Context: an optimization exercise on an open-source flow, tuned for small area, a short achievable clock period and few clock cycles per item. The choices shown serve that exercise and are no tape-out recipe. In this exercise RTL edits were held to simulation tests only and were not proved equivalent to the original. No activity file was given, so power comes from the tool's default toggle rates.

pine:
==> flow/design.v <==
module bitwriter_unit (
  input             clk,
  input             rst,
  input             cmd_valid,
  output            cmd_ready,
  input      [7:0]  cmd_op,
  input      [63:0] cmd_arg0,
  input      [31:0] cmd_arg1,
  output            m_valid,
  output     [7:0]  m_data,
  input             m_ready,
  input      [1:0]  m_resp,
  input      [63:0] m_pos,
  input      [63:0] m_len,
  input             m_seekable,
  output reg        m_close,
  output            l_valid,
  output     [7:0]  l_data,
  input             l_ready,
  input      [1:0]  l_resp,
  input      [63:0] l_pos,
  input      [63:0] l_len,
  input             l_seekable,
  output reg        l_close,
  output            rsp_valid,
  output     [3:0]  rsp_status,
  output     [63:0] rsp_res
);
  localparam ST_OK       = 4'd0;
  localparam ST_EOS      = 4'd1;
  localparam ST_INVALID  = 4'd3;
  localparam ST_ILLSTATE = 4'd4;
  localparam ST_IOERR    = 4'd6;
  localparam ST_ILLCMD   = 4'd7;
  localparam ST_NOTSUPP  = 4'd8;
  reg        att_m, att_l;
  reg [7:0]  buf_m, buf_l;
  reg [3:0]  cur_m, cur_l;
  reg        busy;
  reg        e_l;         
  reg        e_last;      
  reg        e_rep;       
  reg        e_x;         
  reg [7:0]  e_m;         
  reg [7:0]  e_r;         
  reg [63:0] e_dat;       
  reg [7:0]  e_head;      
  reg [3:0]  e_cur;       
  reg        e_first;     
  reg        e_flush;     
  reg        e_close;     
  reg        e_pm;        
  reg        e_ph;        
  reg        r_valid;
  reg [3:0]  r_status;
  reg [4:0]  r_sel;       
  reg [2:0]  r_cur;
  wire       e_rdy  = e_l ? l_ready : m_ready;
  wire [1:0] e_resp = e_l ? l_resp  : m_resp;
  wire [70:0] e_ext = {7'd0, e_dat};
  reg  [14:0] e_win;
  reg  [7:0]  e_byte;
  integer i;
  always @* begin
    e_win = 15'd0;
    for (i = 0; i < 8; i = i + 1)
      e_win = e_win | ({15{e_m[i]}} & e_ext[8*i +: 15]);
    e_byte = 8'd0;
    for (i = 0; i < 8; i = i + 1)
      e_byte = e_byte | ({8{e_r[i]}} & e_win[i +: 8]);
  end
  wire [7:0] e_keep = !e_first ? 8'hFF : (e_flush ? 8'h00 : (8'hFF >> e_cur));
  wire [7:0] e_hd   = e_first ? e_head : 8'h00;
  wire [7:0] x_byte = (e_byte & e_keep) | e_hd;
  wire e_go   = busy && !e_pm && e_rdy;
  wire e_fail = e_go && (e_resp != 2'd0);
  wire e_done = e_go && (e_resp == 2'd0) && e_last;
  assign m_valid = busy && !e_pm && !e_l;
  assign l_valid = busy && !e_pm && e_l;
  assign m_data  = x_byte;
  assign l_data  = {x_byte[0], x_byte[1], x_byte[2], x_byte[3],
                    x_byte[4], x_byte[5], x_byte[6], x_byte[7]};
  assign cmd_ready = !busy || (e_done && !e_close);
  wire   acc       = cmd_valid && cmd_ready;
  wire        u      = (cmd_op[7:4] == 4'h5);
  wire [3:0]  fn     = cmd_op[3:0];
  wire        op_ok  = ((cmd_op[7:4] == 4'h3) || u) && (fn <= 4'd8);
  wire        att    = u ? att_l : att_m;
  wire [7:0]  wbuf   = u ? buf_l : buf_m;
  wire [3:0]  wcur   = u ? cur_l : cur_m;
  wire        seek   = u ? l_seekable : m_seekable;
  wire        f_open  = (fn == 4'd0);
  wire        f_bit   = (fn == 4'd1);
  wire        f_b32   = (fn == 4'd2);
  wire        f_b64   = (fn == 4'd3);
  wire        f_rep   = (fn == 4'd4);
  wire        f_pos   = (fn == 4'd5) || (fn == 4'd6);
  wire        f_write = f_bit || f_b32 || f_b64 || f_rep;
  wire        f_fl    = (fn == 4'd7) || (fn == 4'd8);
  wire        neg     = cmd_arg1[31];
  wire        bad     = (f_b32 && (neg || (cmd_arg1[30:5] != 26'd0))) ||
                        (f_b64 && (neg || (cmd_arg1[30:6] != 25'd0))) ||
                        (f_rep && neg);
  wire        zero    = !f_bit && (cmd_arg1 == 32'd0);
  wire        rep     = f_bit || f_rep;
  wire        v       = cmd_arg0[0];
  wire [2:0]  nl      = f_bit ? 3'd1 : cmd_arg1[2:0];
  wire [27:0] nh      = f_bit ? 28'd0 : cmd_arg1[30:3];
  wire        nh0     = (nh[27:1] == 27'd0);
  wire [3:0]  s       = {1'b0, wcur[2:0]} + {1'b0, nl};
  wire [2:0]  r       = s[2:0];
  wire        k0      = !s[3] && nh0 && !nh[0];              
  wire        k1      = s[3] ? (nh0 && !nh[0]) : (nh0 && nh[0]);   
  wire        w_go    = op_ok && att && f_write && !bad && !zero && !wcur[3];
  wire        fl_go   = op_ok && att && f_fl;
  wire        p8_go   = op_ok && att && f_pos && seek && wcur[3];
  wire        emit    = (w_go && !k0) || (fl_go && (wcur != 4'd0));
  wire [7:0]  topr    = ~(8'hFF >> r);
  wire [7:0]  topc    = ~(8'hFF >> wcur[2:0]);
  wire [7:0]  tbits   = rep ? {8{v}} : (cmd_arg0[7:0] << (4'd8 - {1'b0, r}));
  wire [7:0]  nbuf    = k0 ? (wbuf | (tbits & topr & ~topc)) : (tbits & topr);
  reg [3:0] st;
  always @* begin
    if (!op_ok)               st = ST_ILLCMD;
    else if (f_open)          st = ST_OK;
    else if (!att)            st = ST_ILLSTATE;
    else if (f_write) begin
      if (bad)                st = ST_INVALID;
      else if (zero)          st = ST_OK;
      else if (wcur[3])       st = ST_ILLSTATE;
      else                    st = ST_OK;
    end
    else if (f_pos && !seek)  st = ST_NOTSUPP;
    else                      st = ST_OK;
  end
  wire        e_res = e_fail || (e_done && !e_close);
  assign rsp_valid  = r_valid || e_res;
  assign rsp_status = e_res ? (e_fail ? (e_resp[1] ? ST_IOERR : ST_EOS) : ST_OK) : r_status;
  wire [60:0] rp    = ({61{r_sel[0]}} & m_pos[60:0]) | ({61{r_sel[1]}} & m_len[60:0]) |
                      ({61{r_sel[2]}} & l_pos[60:0]) | ({61{r_sel[3]}} & l_len[60:0]);
  assign rsp_res    = {rp | ({61{r_sel[4]}} & e_dat[60:0]), r_cur};
  wire [60:0] e_inc = e_dat[60:0] + 61'd1;
  always @(posedge clk) begin
    if (rst) begin
      att_m <= 1'b0; buf_m <= 8'd0; cur_m <= 4'd0;
      att_l <= 1'b0; buf_l <= 8'd0; cur_l <= 4'd0;
      busy    <= 1'b0;
      r_valid <= 1'b0;
      m_close <= 1'b0;
      l_close <= 1'b0;
    end else begin
      r_valid <= 1'b0;
      m_close <= 1'b0;
      l_close <= 1'b0;
      if (busy && e_pm) begin
        e_ph <= 1'b1;
        if (!e_ph) e_dat[60:0] <= rp;
        else begin
          e_dat[60:0] <= e_inc;
          r_sel    <= 5'b10000;
          r_valid  <= 1'b1;
          r_status <= ST_OK;
          busy     <= 1'b0;
        end
      end
      if (e_go) begin
        e_first <= 1'b0;
        if (e_rep) begin
          e_x <= 1'b0;
          if (!e_x) e_dat[27:0] <= e_inc[27:0];
        e_last  <= e_x ? (e_dat[27:0] == 28'hFFFFFFE) : (e_dat[27:0] == 28'hFFFFFFD);
        end else begin
        e_m     <= {1'b0, e_m[7:1]};
        e_last  <= e_m[1];
        end
        if (e_fail || e_last) busy <= 1'b0;
        if (e_fail) begin
          if (e_l) begin att_l <= 1'b1; buf_l <= x_byte; cur_l <= e_flush ? e_cur : 4'd8; end
          else     begin att_m <= 1'b1; buf_m <= x_byte; cur_m <= e_flush ? e_cur : 4'd8; end
        end else if (e_last && e_close) begin
          r_valid  <= 1'b1;
          r_status <= ST_OK;
          if (e_l) l_close <= 1'b1; else m_close <= 1'b1;
        end
      end
      if (cmd_ready) begin
        r_status <= st;
        r_sel    <= {1'b0, u && fn[1], u && !fn[1], !u && fn[1], !u && !fn[1]};
        r_cur    <= wcur[3] ? 3'd0 : wcur[2:0];
        e_pm     <= p8_go;
        e_ph     <= 1'b0;
        e_l      <= u;
        e_rep    <= rep;
        e_x      <= s[3];
        e_m      <= fl_go ? 8'd1 : rep ? 8'b0100_0000 : (8'd1 << (nh[2:0] - {2'd0, !s[3]}));
        e_last   <= fl_go || k1;
        e_r      <= 8'd1 << r;
        e_dat    <= rep ? {{16{v}}, cmd_arg0[47:28], ~nh} : cmd_arg0;
        e_head   <= wbuf;
        e_cur    <= wcur;
        e_first  <= 1'b1;
        e_flush  <= fl_go;
        e_close  <= fn[3];
      end
      if (acc) begin
        r_valid  <= !emit && !p8_go;
        if (emit || p8_go) busy <= 1'b1;
        if (op_ok) begin
          if (f_open) begin
            if (u) begin att_l <= 1'b1; buf_l <= 8'd0; cur_l <= 4'd0; end
            else   begin att_m <= 1'b1; buf_m <= 8'd0; cur_m <= 4'd0; end
          end else if (w_go) begin
            if (u) begin buf_l <= nbuf; cur_l <= {1'b0, r}; end
            else   begin buf_m <= nbuf; cur_m <= {1'b0, r}; end
          end else if (fl_go) begin
            if (u) begin att_l <= 1'b0; buf_l <= 8'd0; cur_l <= 4'd0; end
            else   begin att_m <= 1'b0; buf_m <= 8'd0; cur_m <= 4'd0; end
            if (wcur == 4'd0 && fn[3]) begin
              if (u) l_close <= 1'b1; else m_close <= 1'b1;
            end
          end
        end
      end
    end
  end
endmodule
export LEC_CHECK = 0
export CAP_MARGIN = 20
export CORE_MARGIN = 2
export CORE_UTILIZATION = 40
export SETUP_SLACK_MARGIN = 1.0
export SLEW_MARGIN = 20
create_clock -name core_clock -period 5.0 [get_ports {clk}]
standard.sh (not shown) runs the stock make flow with config.mk's settings and CLKGATE_MAP_FILE= SYNTH_SCRIPT=/design/flow/synth_recipe.tcl, a recipe that flattens the netlist after the stock synthesis.
==> flow/flow/run.sh <==
#!/bin/bash
# Standard ORFS layout, with the port buffers made from buf_1 cells instead of the
# default choice; the full make output goes to standard.log.
set -euo pipefail
export BUFFER_PORTS_ARGS="-buffer_cell sky130_fd_sc_hd__buf_1"
bash standard.sh > standard.log 2>&1
Testbench counts of pine, summed over its fixed seeds: cycles 7,958, items 4,000.
Relative to pine, the following input files were edited for cedar:
--- a/flow/design.v
+++ b/flow/design.v
@@ -105,21 +105,40 @@
   wire        rep     = f_bit || f_rep;
   wire        v       = cmd_arg0[0];
   wire [2:0]  nl      = f_bit ? 3'd1 : cmd_arg1[2:0];
   wire [27:0] nh      = f_bit ? 28'd0 : cmd_arg1[30:3];
   wire        nh0     = (nh[27:1] == 27'd0);
-  wire [3:0]  s       = {1'b0, wcur[2:0]} + {1'b0, nl};
+  reg  [3:0]  s;
+  integer j;
+  always @* begin
+    s = 4'd0;
+    for (j = 0; j < 8; j = j + 1)
+      if (nl == j) s = (u ? {1'b0, cur_l[2:0]} : {1'b0, cur_m[2:0]}) + j;
+  end
   wire [2:0]  r       = s[2:0];
   wire        k0      = !s[3] && nh0 && !nh[0];              
   wire        k1      = s[3] ? (nh0 && !nh[0]) : (nh0 && nh[0]);   
   wire        w_go    = op_ok && att && f_write && !bad && !zero && !wcur[3];
   wire        fl_go   = op_ok && att && f_fl;
   wire        p8_go   = op_ok && att && f_pos && seek && wcur[3];
   wire        emit    = (w_go && !k0) || (fl_go && (wcur != 4'd0));
   wire [7:0]  topr    = ~(8'hFF >> r);
   wire [7:0]  topc    = ~(8'hFF >> wcur[2:0]);
-  wire [7:0]  tbits   = rep ? {8{v}} : (cmd_arg0[7:0] << (4'd8 - {1'b0, r}));
+  reg  [7:0]  tbits;
+  always @* begin
+    case (r)
+      3'd1: tbits = {cmd_arg0[0],   7'd0};
+      3'd2: tbits = {cmd_arg0[1:0], 6'd0};
+      3'd3: tbits = {cmd_arg0[2:0], 5'd0};
+      3'd4: tbits = {cmd_arg0[3:0], 4'd0};
+      3'd5: tbits = {cmd_arg0[4:0], 3'd0};
+      3'd6: tbits = {cmd_arg0[5:0], 2'd0};
+      3'd7: tbits = {cmd_arg0[6:0], 1'd0};
+      default: tbits = 8'd0;
+    endcase
+    if (rep) tbits = {8{v}};
+  end
   wire [7:0]  nbuf    = k0 ? (wbuf | (tbits & topr & ~topc)) : (tbits & topr);
   reg [3:0] st;
   always @* begin
     if (!op_ok)               st = ST_ILLCMD;
     else if (f_open)          st = ST_OK;
@@ -137,11 +156,11 @@
   assign rsp_valid  = r_valid || e_res;
   assign rsp_status = e_res ? (e_fail ? (e_resp[1] ? ST_IOERR : ST_EOS) : ST_OK) : r_status;
   wire [60:0] rp    = ({61{r_sel[0]}} & m_pos[60:0]) | ({61{r_sel[1]}} & m_len[60:0]) |
                       ({61{r_sel[2]}} & l_pos[60:0]) | ({61{r_sel[3]}} & l_len[60:0]);
   assign rsp_res    = {rp | ({61{r_sel[4]}} & e_dat[60:0]), r_cur};
-  wire [60:0] e_inc = e_dat[60:0] + 61'd1;
+  wire [27:0] e_inc = e_dat[27:0] + 28'd1;
   always @(posedge clk) begin
     if (rst) begin
       att_m <= 1'b0; buf_m <= 8'd0; cur_m <= 4'd0;
       att_l <= 1'b0; buf_l <= 8'd0; cur_l <= 4'd0;
       busy    <= 1'b0;
@@ -152,28 +171,35 @@
       r_valid <= 1'b0;
       m_close <= 1'b0;
       l_close <= 1'b0;
       if (busy && e_pm) begin
         e_ph <= 1'b1;
-        if (!e_ph) e_dat[60:0] <= rp;
-        else begin
-          e_dat[60:0] <= e_inc;
-          r_sel    <= 5'b10000;
-          r_valid  <= 1'b1;
-          r_status <= ST_OK;
-          busy     <= 1'b0;
+        if (!e_ph) begin
+          e_dat[60:0] <= rp;
+          e_x <= 1'b1;
+          e_m <= 8'd1;
+        end else begin
+          e_dat <= {e_x ? e_inc[15:0] : e_dat[15:0], e_dat[63:16]};
+          e_x   <= e_x && (e_dat[15:0] == 16'hFFFF);
+          e_m   <= {e_m[6:0], 1'b0};
+          if (e_m[3]) begin
+            r_sel    <= 5'b10000;
+            r_valid  <= 1'b1;
+            r_status <= ST_OK;
+            busy     <= 1'b0;
+          end
         end
       end
       if (e_go) begin
         e_first <= 1'b0;
         if (e_rep) begin
           e_x <= 1'b0;
           if (!e_x) e_dat[27:0] <= e_inc[27:0];
-        e_last  <= e_x ? (e_dat[27:0] == 28'hFFFFFFE) : (e_dat[27:0] == 28'hFFFFFFD);
+          e_last <= e_x ? (e_dat[27:0] == 28'hFFFFFFE) : (e_dat[27:0] == 28'hFFFFFFD);
         end else begin
-        e_m     <= {1'b0, e_m[7:1]};
-        e_last  <= e_m[1];
+          e_m    <= {1'b0, e_m[7:1]};
+          e_last <= e_m[1];
         end
         if (e_fail || e_last) busy <= 1'b0;
         if (e_fail) begin
           if (e_l) begin att_l <= 1'b1; buf_l <= x_byte; cur_l <= e_flush ? e_cur : 4'd8; end
           else     begin att_m <= 1'b1; buf_m <= x_byte; cur_m <= e_flush ? e_cur : 4'd8; end
@@ -190,11 +216,12 @@
         e_pm     <= p8_go;
         e_ph     <= 1'b0;
         e_l      <= u;
         e_rep    <= rep;
         e_x      <= s[3];
-        e_m      <= fl_go ? 8'd1 : rep ? 8'b0100_0000 : (8'd1 << (nh[2:0] - {2'd0, !s[3]}));
+        e_m      <= fl_go ? 8'd1 : rep ? 8'b0100_0000 :
+                    (s[3] ? (8'd1 << nh[2:0]) : ((8'd1 << nh[2:0]) >> 1));
         e_last   <= fl_go || k1;
         e_r      <= 8'd1 << r;
         e_dat    <= rep ? {{16{v}}, cmd_arg0[47:28], ~nh} : cmd_arg0;
         e_head   <= wbuf;
         e_cur    <= wcur;
--- outcome ---
No stage failed in cedar, and the final checks on the layout all came back clean.
Compared with pine, cedar shows post-layout total power that has gone up slightly.
Core utilization: cedar lower than pine
cedar against pine: highest achievable clock rate increased 1.2 MHz, footprint of the multi-input gates decreased 130 um^2, detailed router's first-iteration violation count increased 103.
cedar leaves more setup margin than pine.
Diff cedar..pine | die area | negligible
Testbench counts of cedar, summed over its fixed seeds: cycles 7,958, items 4,000.

-- what the ideal ports hide --
In the flow no input, the clock included, has a driving cell. The finished layouts below were timed again as built, in two steps. Step 1 assumes that a clkbuf_16 drives the clock port and a buf_2 every other input. Step 2 also shifts input and output timing later by t, the mid clock arrival at the registers, as if the neighbouring blocks saw the same clock. a / b / c = ideal / step 1 / step 2; a / b = the first two.
run | shift t [ns] | setup slack, ns | worst hold slack (ns) | latest minus earliest clock arrival (ns)
pine | 0.492 | 1.105 / 1.086 / 0.621 | 0.506 / 0.506 / 0.506 | 0.013 / 0.013
cedar | 0.488 | 1.124 / 1.074 / 0.734 | 0.481 / 0.481 / 0.481 | 0.015 / 0.016
After both steps setup and hold are still met in every run listed. For pine, which loses most, drivers alone change the setup slack by -0.019 ns; drivers and shift together by -0.484 ns.
